Source: an optimization exercise on an open RTL-to-GDS flow (aim: small area, a short achievable clock period and few clock cycles). Production flows keep margins and buffers that such runs may drop. The RTL was checked by simulation tests, not by an equivalence proof against the original design. Power is estimated from default activity; no workload was simulated.

==> build 52 <==
## huffman_codegen
module huffman_codegen (
    input  wire       clk,
    input  wire       rst,           
    input  wire       start,
    input  wire [6:0] len,           
    output wire       ready,
    input  wire       in_valid,
    input  wire [7:0] in_data,
    output wire       in_ready,
    output wire       code_valid,
    output wire [7:0] code_sym,
    output wire [3:0] code_len,
    output wire [7:0] code_bits,     
    output wire       done,
    output wire       empty          
);
clock: 10.0 ns
lec_check: 0
cap_margin: 20
core_margin: 2
core_utilization: 40
place_density: 0.6
setup_slack_margin: 5
slew_margin: 20
run.sh (not shown) runs the stock make flow with config.mk's settings and CLKGATE_MAP_FILE= SYNTH_SCRIPT=/design/flow/synth_recipe.tcl, a recipe that flattens the netlist after the stock synthesis.
==> build 94 (differences from build 52) <==
--- a/flow/design.v
+++ b/flow/design.v
@@ -22,12 +22,13 @@
     reg        xv;           
     reg  [6:0] k;            
     reg  [7:0]   S [0:N-1];
     reg  [N-1:0] V;          
     reg  [N-1:0] E;          
     reg  [N-1:0] C;
+    reg  [N-1:0] M;          
     reg  [6:0] F;
     reg  [1:0] nput_r;       
     reg        pdone_r;
     reg        p1_r;         
     reg  [5:0] qi0, qi1, qi2, qi3;    
     reg  [5:0] qf0, qf1, qf2, qf3;    
@@ -43,16 +44,20 @@
     reg  [7:0] fb1 [0:15];
     reg  [4:0] rp, wp;
     reg  [5:0] qn;           
     reg  [4:1] qt;           
     reg  [7:0] H0, H1;       
     reg  [5:0] j;
-    reg  [7:0] vj;
+    reg        tdb;          
+    reg        L0r, L1r;
+    reg  [7:0] vjr;          
     reg  [6:0] ec;
     reg  [N-1:0] EF;
     reg  [5:0] et;           
+    reg  [6:0] fidx;         
+    reg        k_one;        
     reg        newsym_r;     
     reg  [6:0] ns;           
     reg        code_valid_r, done_r, empty_r;
     reg  [7:0] code_sym_r, code_bits_r;
     reg  [3:0] code_len_r;
     assign ready      = st_idle;
@@ -74,13 +79,13 @@
             lt8 = r;
         end
     endfunction
     wire [7:0] W = st_td ? {vj[6:0], 1'b0} : (st_in ? X : {1'b0, tm_m, 1'b0});
     wire [N:0]   lt;         
     wire [N-1:0] eq, eqhi;
-    wire [N-1:0] start_f, match, match2, Cn1, Cn2;
+    wire [N-1:0] start_f, match, match2, match3, Cn1, Cn2, Cn3;
     wire [N-1:0] tm, tmn, pend, sb0, twa_i, twb_i;
     assign lt[0] = 1'b0;
     genvar gi;
     generate
         for (gi = 0; gi < N; gi = gi + 1) begin : g_slot
             assign lt[gi+1]  = !V[gi] || lt8(X, S[gi][7:0]);
@@ -99,14 +104,20 @@
             end
             if (gi < N-2) begin : g_c2
                 assign Cn2[gi] = E[gi] && E[gi+1] && C[gi+2];
             end else begin : g_c2e
                 assign Cn2[gi] = 1'b0;
             end
+            if (gi < N-3) begin : g_c3
+                assign Cn3[gi] = E[gi] && E[gi+1] && E[gi+2] && C[gi+3];
+            end else begin : g_c3e
+                assign Cn3[gi] = 1'b0;
+            end
             assign match[gi]  = start_f[gi] && C[gi] && !Cn1[gi];
             assign match2[gi] = start_f[gi] && Cn1[gi] && !Cn2[gi];
+            assign match3[gi] = start_f[gi] && Cn2[gi] && !Cn3[gi];
             if (gi == 0) begin : g_t0
                 assign tmn[gi] = 1'b0;
             end else begin : g_tn
                 assign tmn[gi] = st_td && start_f[gi-1] && E[gi-1] && !C[gi] && eqhi[gi] && !pend[gi];
             end
             assign twa_i[gi]  = twa && (tia == gi);
@@ -171,22 +182,37 @@
                 for (t = 0; t < 64; t = t + 1)
                     mk[t] = (t >> bt) & 1;
                 enc64[bt] = |(v & mk);
             end
         end
     endfunction
-    wire m1 = |match;
+    wire [N-1:0] V_nx, E_nx;
+    generate
+        for (gi = 0; gi < N; gi = gi + 1) begin : g_nx
+            if (gi == 0) begin : g_n0
+                assign V_nx[gi] = xv ? 1'b1 : V[gi];
+                assign E_nx[gi] = !xv ? E[gi] : (lt[gi+1] ? 1'b0 : (lt[gi+2] ? eq[gi] : E[gi]));
+            end else if (gi < N-1) begin : g_nm
+                assign V_nx[gi] = xv ? V[gi-1] : V[gi];
+                assign E_nx[gi] = !xv ? E[gi] : (lt[gi] ? E[gi-1] : (lt[gi+1] ? 1'b0 : (lt[gi+2] ? eq[gi] : E[gi])));
+            end else begin : g_nl
+                assign V_nx[gi] = xv ? V[gi-1] : V[gi];
+                assign E_nx[gi] = !xv ? E[gi] : (lt[gi] ? E[gi-1] : (lt[gi+1] ? 1'b0 : eq[gi]));
+            end
+        end
+    endgenerate
+    wire [N-1:0] single_nx = V_nx & ~E_nx & ~{E_nx[N-2:0], 1'b0};
     wire m2 = |match2;
-    wire [129:0] pa = first2(match);
-    wire [129:0] pb = first2(match2);
-    wire [N-1:0] pf1 = m1 ? pa[63:0] : pb[63:0];
-    wire [N-1:0] pf2 = m1 ? pa[127:64] : pb[127:64];
-    wire         pc1 = m1 | m2;
-    wire         pc2 = m1 ? pa[129] : pb[129];
+    wire [129:0] pa = first2(M);
+    wire [N-1:0] pf1 = pa[63:0];
+    wire [N-1:0] pf2 = pa[127:64];
+    wire         pc1 = |M;
+    wire         pc2 = pa[129];
+    wire         pc3 = |(M & ~pf1 & ~pf2);      
     wire [6:0]   F1  = F + 7'd1;
-    wire [5:0]   pfq = m1 ? F[5:0] : F1[5:0];
+    wire [5:0]   pfq = F[5:0];
     wire [5:0]   pi1 = enc64({pf1[N-2:0], 1'b0});   
     wire [5:0]   pi2 = enc64({pf2[N-2:0], 1'b0});
     wire         pdone = pdone_r;            
     wire [6:0]   bound = pdone ? 7'd127 : F;
     wire       a0v = (ql != 3'd0);
     wire       a1v = (ql[2:1] != 2'd0);
@@ -221,36 +247,35 @@
     wire [6:0] msum = side ? (p1l ? s_al : s_aq)
                            : (p1l ? (p2l ? s_ll : s_lq) : (p2l ? s_lq : s_qq));
     wire done_merge = side ? p1 : p2;
     wire last_merge = (m == k - 7'd2);
     wire L0 = (|(tmn & ~sb0)) || tdfirst && twa && !tsa || ({j, 1'b0} < ns);    
     wire L1 = (|(tmn & sb0)) || tdfirst && (twa && tsa || twb);
-    wire I0 = !L0;                           
-    wire I1 = !L1;                           
-    wire [7:0] cc1 = {vj[6:0], 1'b1};        
-    wire [7:0] cc0 = {vj[6:0], 1'b0};        
-    wire [7:0] vnext = qa ? H0 : (I1 ? cc1 : cc0);
+    wire I0 = !L0r;                          
+    wire I1 = !L1r;                          
+    wire [7:0] cc1 = {vjr[6:0], 1'b1};       
+    wire [7:0] cc0 = {vjr[6:0], 1'b0};       
+    wire [7:0] vj = tdfirst ? 8'd1 : (qa ? H0 : (I1 ? cc1 : cc0));
     wire       td_end = (j == ns[6:1]);     
     reg  [1:0] f_push, f_pop;
     reg  [7:0] f_p0, f_p1;
     always @(*) begin
         f_push = 2'd0; f_pop = 2'd0;
         f_p0 = 8'd0; f_p1 = 8'd0;
         if (st_merge) begin
             f_pop  = nq2;
             f_push = {1'b0, done_merge && !last_merge};
             f_p0   = {2'b00, msum[5:0]};
-        end else if (st_td) begin
-            f_pop  = {1'b0, !td_end && j != 6'd0 && (qa || I0 || I1)};
-            f_push = {1'b0, I1} + {1'b0, I0};
+        end else begin
+            f_pop  = {1'b0, st_td && !tdfirst};
+            f_push = tdb ? ({1'b0, I1} + {1'b0, I0}) : 2'd0;
             f_p0   = I1 ? cc1 : cc0;
             f_p1   = cc0;
         end
     end
-    wire [6:0] eidx = k - 7'd3 - {2'd0, et[5:1]};
-    wire [4:0] ra = st_emit ? eidx[4:0] : rp + 5'd2;
+    wire [4:0] ra = st_emit ? fidx[4:0] : rp + 5'd2;
     wire [4:0] rb = rp + 5'd3;
     wire [7:0] rd0 = fb0[ra[0] ? rb[4:1] : ra[4:1]];
     wire [7:0] rd1 = fb1[ra[0] ? ra[4:1] : rb[4:1]];
     wire [7:0] e2 = ra[0] ? rd1 : rd0;
     wire [7:0] e3 = ra[0] ? rd0 : rd1;
     wire [7:0] s0 = qa ? H0 : f_p0;
@@ -306,14 +331,14 @@
             for (q = 0; q < N; q = q + 1)
                 col[q] = S[q][bq];
             etag[bq] = |(col & enext[N-1:0]);
         end
     end
     wire esingle = |(efirst & ~E);
-    wire [7:0] epar = ({1'b0, et[5:1]} == k - 7'd2) ? 8'd1 : e2;
-    wire [8:0] ev = (k == 7'd1) ? 9'd2 : (esingle ? {epar, et[0]} : {1'b0, etag});
+    wire [7:0] epar = fidx[6] ? 8'd1 : e2;      
+    wire [8:0] ev = k_one ? 9'd2 : (esingle ? {epar, et[0]} : {1'b0, etag});
     reg [3:0] elen;
     reg [7:0] ebits;
     always @(*) begin
         ebits = ev[7:0];
         if (ev[8])      begin elen = 4'd8;                       end
         else if (ev[7]) begin elen = 4'd7; ebits[7] = 1'b0;      end
@@ -323,15 +348,15 @@
         else if (ev[3]) begin elen = 4'd3; ebits[3] = 1'b0;      end
         else if (ev[2]) begin elen = 4'd2; ebits[2] = 1'b0;      end
         else            begin elen = 4'd1; ebits[1] = 1'b0;      end
     end
     wire [2:0] ql_c  = ql - {1'b0, nleaf};
     wire       prod  = st_merge && !pdone;
-    wire [1:0] room  = (ql >= 3'd4) ? 2'd0 : ((ql == 3'd3) ? 2'd1 : 2'd2);
-    wire [1:0] want  = pc2 ? 2'd2 : (pc1 ? 2'd1 : 2'd0);
-    wire [1:0] nput  = prod ? ((want < room) ? want : room) : 2'd0;
+    wire       room2 = prod && (ql <= 3'd2);
+    wire [1:0] nput  = room2 ? (pc2 ? 2'd2 : {1'b0, pc1}) : 2'd0;
+    wire       mout  = !pc1 || room2 && !pc3;
     reg  [5:0] ci [0:3];
     reg  [5:0] cf [0:3];
     reg  [5:0] ni [0:3];
     reg  [5:0] nf [0:3];
     integer u;
     always @(*) begin
@@ -350,14 +375,14 @@
                 ni[u] = pi1; nf[u] = pfq;
             end else begin
                 ni[u] = pi2; nf[u] = pfq;
             end
         end
     end
-    wire [N-1:0] putA = (nput != 2'd0) ? pf1 : {N{1'b0}};
-    wire [N-1:0] putB = (nput == 2'd2) ? pf2 : {N{1'b0}};
+    wire [N-1:0] putA = room2 ? pf1 : {N{1'b0}};
+    wire [N-1:0] putB = room2 ? pf2 : {N{1'b0}};
     integer i;
     always @(posedge clk) begin
         for (i = 0; i < N; i = i + 1) begin
             if (xv && lt[i+1]) begin
                 S[i] <= lt[i] ? ((i > 0) ? S[i-1] : W) : W;
             end else if (twa_i[i] || twb_i[i]) begin
@@ -365,36 +390,29 @@
                 S[i][0]   <= twb_i[i] ? 1'b1 : tsa;
             end else if (tm[i]) begin
                 S[i][7:1] <= W[7:1];
             end
             if (st_idle)
                 V[i] <= 1'b0;
-            else if (xv)
-                V[i] <= (i == 0) ? 1'b1 : V[i-1];
-            if (xv) begin
-                if (lt[i])
-                    E[i] <= (i > 0) ? E[i-1] : 1'b0;
-                else if (lt[i+1])
-                    E[i] <= 1'b0;
-                else if ((i < N-1) ? lt[i+2] : 1'b1)
-                    E[i] <= eq[i];
-            end
+            else
+                V[i] <= V_nx[i];
+            E[i] <= E_nx[i];
             if (xv)
                 C[i] <= (i == 0) ? 1'b1 : V[i-1];
             else if (prod) begin
-                if (putA[i] || putB[i])
-                    C[i] <= 1'b0;
-                else if (!m1)
+                if (mout)
                     C[i] <= m2 ? Cn1[i] : Cn2[i];
+                else if (putA[i] || putB[i])
+                    C[i] <= 1'b0;
             end else if (tm[i] || st_td && start_f[i])
                 C[i] <= 1'b1;
             else if (st_emit && efirst[i])
                 C[i] <= 1'b0;
         end
         pdone_r <= !(|(start_f & C));
-        if (st_td || st_emit)
+        if (st_td || tdb || st_emit)
             EF <= ef_next;
         else
             EF <= {{(N-1){1'b0}}, 1'b1};
         if (f_push != 2'd0) begin
             if (wp[0]) fb1[wp[4:1]] <= f_p0;
             else       fb0[wp[4:1]] <= f_p0;
@@ -417,14 +435,17 @@
             qf0 <= nf[0]; qf1 <= nf[1]; qf2 <= nf[2]; qf3 <= nf[3];
             ql  <= ql_c + {1'b0, nput};
             nput_r <= nput;
             p1_r   <= (pfq == 6'd1);
             if (p1_r)
                 ns <= ns + {5'd0, nput_r};
-            if (prod && !m1)
+            if (prod && mout) begin
+                M <= m2 ? match2 : match3;
                 F <= m2 ? F1 : F + 7'd2;
+            end else
+                M <= M & ~putA & ~putB;
         end
         twa  <= (p1l || p2l_b && !side) && (qf0 != 6'd1);
         twb  <= p2l_a && !side && (qf1 != 6'd1);
         tia  <= qi0;
         tib  <= qi1;
         tsa  <= p1l ? side : 1'b1;
@@ -451,12 +472,13 @@
             end
         end
         if (xv) begin
             nrem <= nrem - 7'd1;
             if (nrem == 7'd1) begin
                 st_in <= 1'b0;
+                M     <= single_nx;
                 F    <= 7'd1;
                 nput_r <= 2'd0;
                 ns   <= 7'd0;
                 et   <= 6'd0;
                 ql   <= 3'd0;
                 m    <= 6'd0;
@@ -486,33 +508,40 @@
                 if (last_merge) begin
                     st_merge <= 1'b0;
                     st_td    <= 1'b1;
                     tdfirst  <= 1'b1;
                     j        <= m;
                     X        <= {1'b0, m, 1'b0};
-                    vj       <= 8'd1;
+                    tdb      <= 1'b0;
                     qt       <= 4'd0;
                     qn       <= 6'd0;
                     rp       <= 5'd0;
                     wp       <= 5'd0;
                 end
             end
         end
+        tdb <= st_td;
         if (st_td) begin
             tdfirst <= 1'b0;
-            j  <= j - 6'd1;
-            X  <= {1'b0, j - 6'd1, 1'b0};
-            vj <= vnext;
-            if (td_end || j == 6'd0) begin
-                st_td   <= 1'b0;
-                st_emit <= 1'b1;
-            end
-        end
+            j   <= j - 6'd1;
+            X   <= {1'b0, j - 6'd1, 1'b0};
+            L0r <= L0;
+            L1r <= L1;
+            vjr <= vj;
+            if (td_end || j == 6'd0)
+                st_td <= 1'b0;
+        end
+        if (tdb && !st_td)
+            st_emit <= 1'b1;         
+        fidx  <= (st_emit) ? fidx : k - 7'd3;
+        k_one <= (k + {6'd0, newsym_r} == 7'd1);
         if (st_emit) begin
             if (esingle)
                 et <= et + 6'd1;
+            if (esingle && et[0])
+                fidx <= fidx - 7'd1;
             ec           <= ec + 7'd1;
             code_valid_r <= 1'b1;
             code_sym_r   <= esy;
             code_len_r   <= elen;
             code_bits_r  <= ebits;
             if (ec + 7'd1 == k) begin
@@ -523,12 +552,13 @@
         end
         if (rst) begin
             st_idle      <= 1'b1;
             st_in        <= 1'b0;
             st_merge     <= 1'b0;
             st_td        <= 1'b0;
+            tdb          <= 1'b0;
             st_emit      <= 1'b0;
             code_valid_r <= 1'b0;
             done_r       <= 1'b0;
             empty_r      <= 1'b0;
             xv           <= 1'b0;
             twa          <= 1'b0;
==> flow/config.mk (replaced) <==
export PLATFORM = sky130hd
export DESIGN_NAME = huffman_codegen
export DESIGN_NICKNAME = huffman_codegen
export VERILOG_FILES = /design/flow/design.v
export SDC_FILE = /design/flow/constraint.sdc
export NUM_CORES = 8
export LEC_CHECK = 0
export CAP_MARGIN = 30
export CORE_MARGIN = 2
export CORE_UTILIZATION = 40
export CTS_BUF_LIST = sky130_fd_sc_hd__clkbuf_8
export PLACE_DENSITY = 0.6
export SETUP_SLACK_MARGIN = 5
export SLEW_MARGIN = 30
export TNS_END_PERCENT = 0
==> results.txt <==
Number of cells produced by synthesis: build 52 9775; build 94 10100
Min-delay src: build 52 m[5]; build 94 qi0[0]
Layout Nets: build 52 10900; build 94 10900
Number of sequential storage elements: build 52 1241; build 94 1311
Run status: build 52 timing/DRC/antenna clean; build 94 timing/DRC/antenna clean
Internal power summed over all cells: build 52 10.7 mW; build 94 10.6 mW
Maximum net fanout on the critical path: build 52 25; build 94 8
Clock buffers created by TritonCTS: build 52 153; build 94 277
Skew-Pair Late Insertion Delay: build 52 0.90 ns; build 94 1.14 ns
Number of post-CTS setup repair buffers: build 52 287; build 94 33
Pin count of the biggest net entering global routing: build 52 114; build 94 133
GR Layer Usage met1: build 52 60.9%; build 94 62.6%
Number of clock sinks seen by CTS: build 52 1241; build 94 1311
Final Core Density: build 52 49.1%; build 94 45.4%
Dpl cell area: build 52 98300 um2; build 94 98600 um2
Number of global-route vias before repair: build 52 95500; build 94 93200
Post-Synth XOR/XNOR Area: build 52 1.43%; build 94 1.02%
Master cell of the clock root buffer: build 52 clkbuf_16; build 94 clkbuf_8
Nonclk inv count: build 52 194; build 94 302
Met2 Wirelength: build 52 265 mm; build 94 247 mm
Register Area: build 52 35000 um2; build 94 35700 um2
Area of combinational cells with multiple inputs: build 52 59300 um2; build 94 55400 um2
Final weighted congestion of routability-driven global placement: build 52 1.19; build 94 1.17
Testbench counts of build 52, summed over its fixed seeds: cycles 22,328.
Testbench counts of build 94, summed over its fixed seeds: cycles 22,445.

[port drivers added, routing unchanged]
How much do the figures lean on ideal ports? The routed layouts below were timed once more, with nothing changed but the port constraints.
Step 1: set_driving_cell puts a clkbuf_16 on clk and a buf_2 on each other input, an assumption about the parent block.
Step 2 moves the port delays by t, midway between the first and last clock arrival at a register: inputs arrive t later, outputs are due t later. That takes back most of the time a late clock gives input paths.
a / b / c = no drivers / after step 1 / after step 2; a / b = the first two.
| run | t, ns | setup WS [ns] | worst setup path at the end | worst register clock-pin slew, ns |
|---|---|---|---|---|
| build 52 | 0.969 | 4.171 / 4.171 / 4.171 | register to register | 0.07 / 0.07 |
| build 94 | 1.208 | 4.299 / 4.299 / 4.299 | register to register | 0.10 / 0.10 |
After both steps every run listed still meets setup and hold.
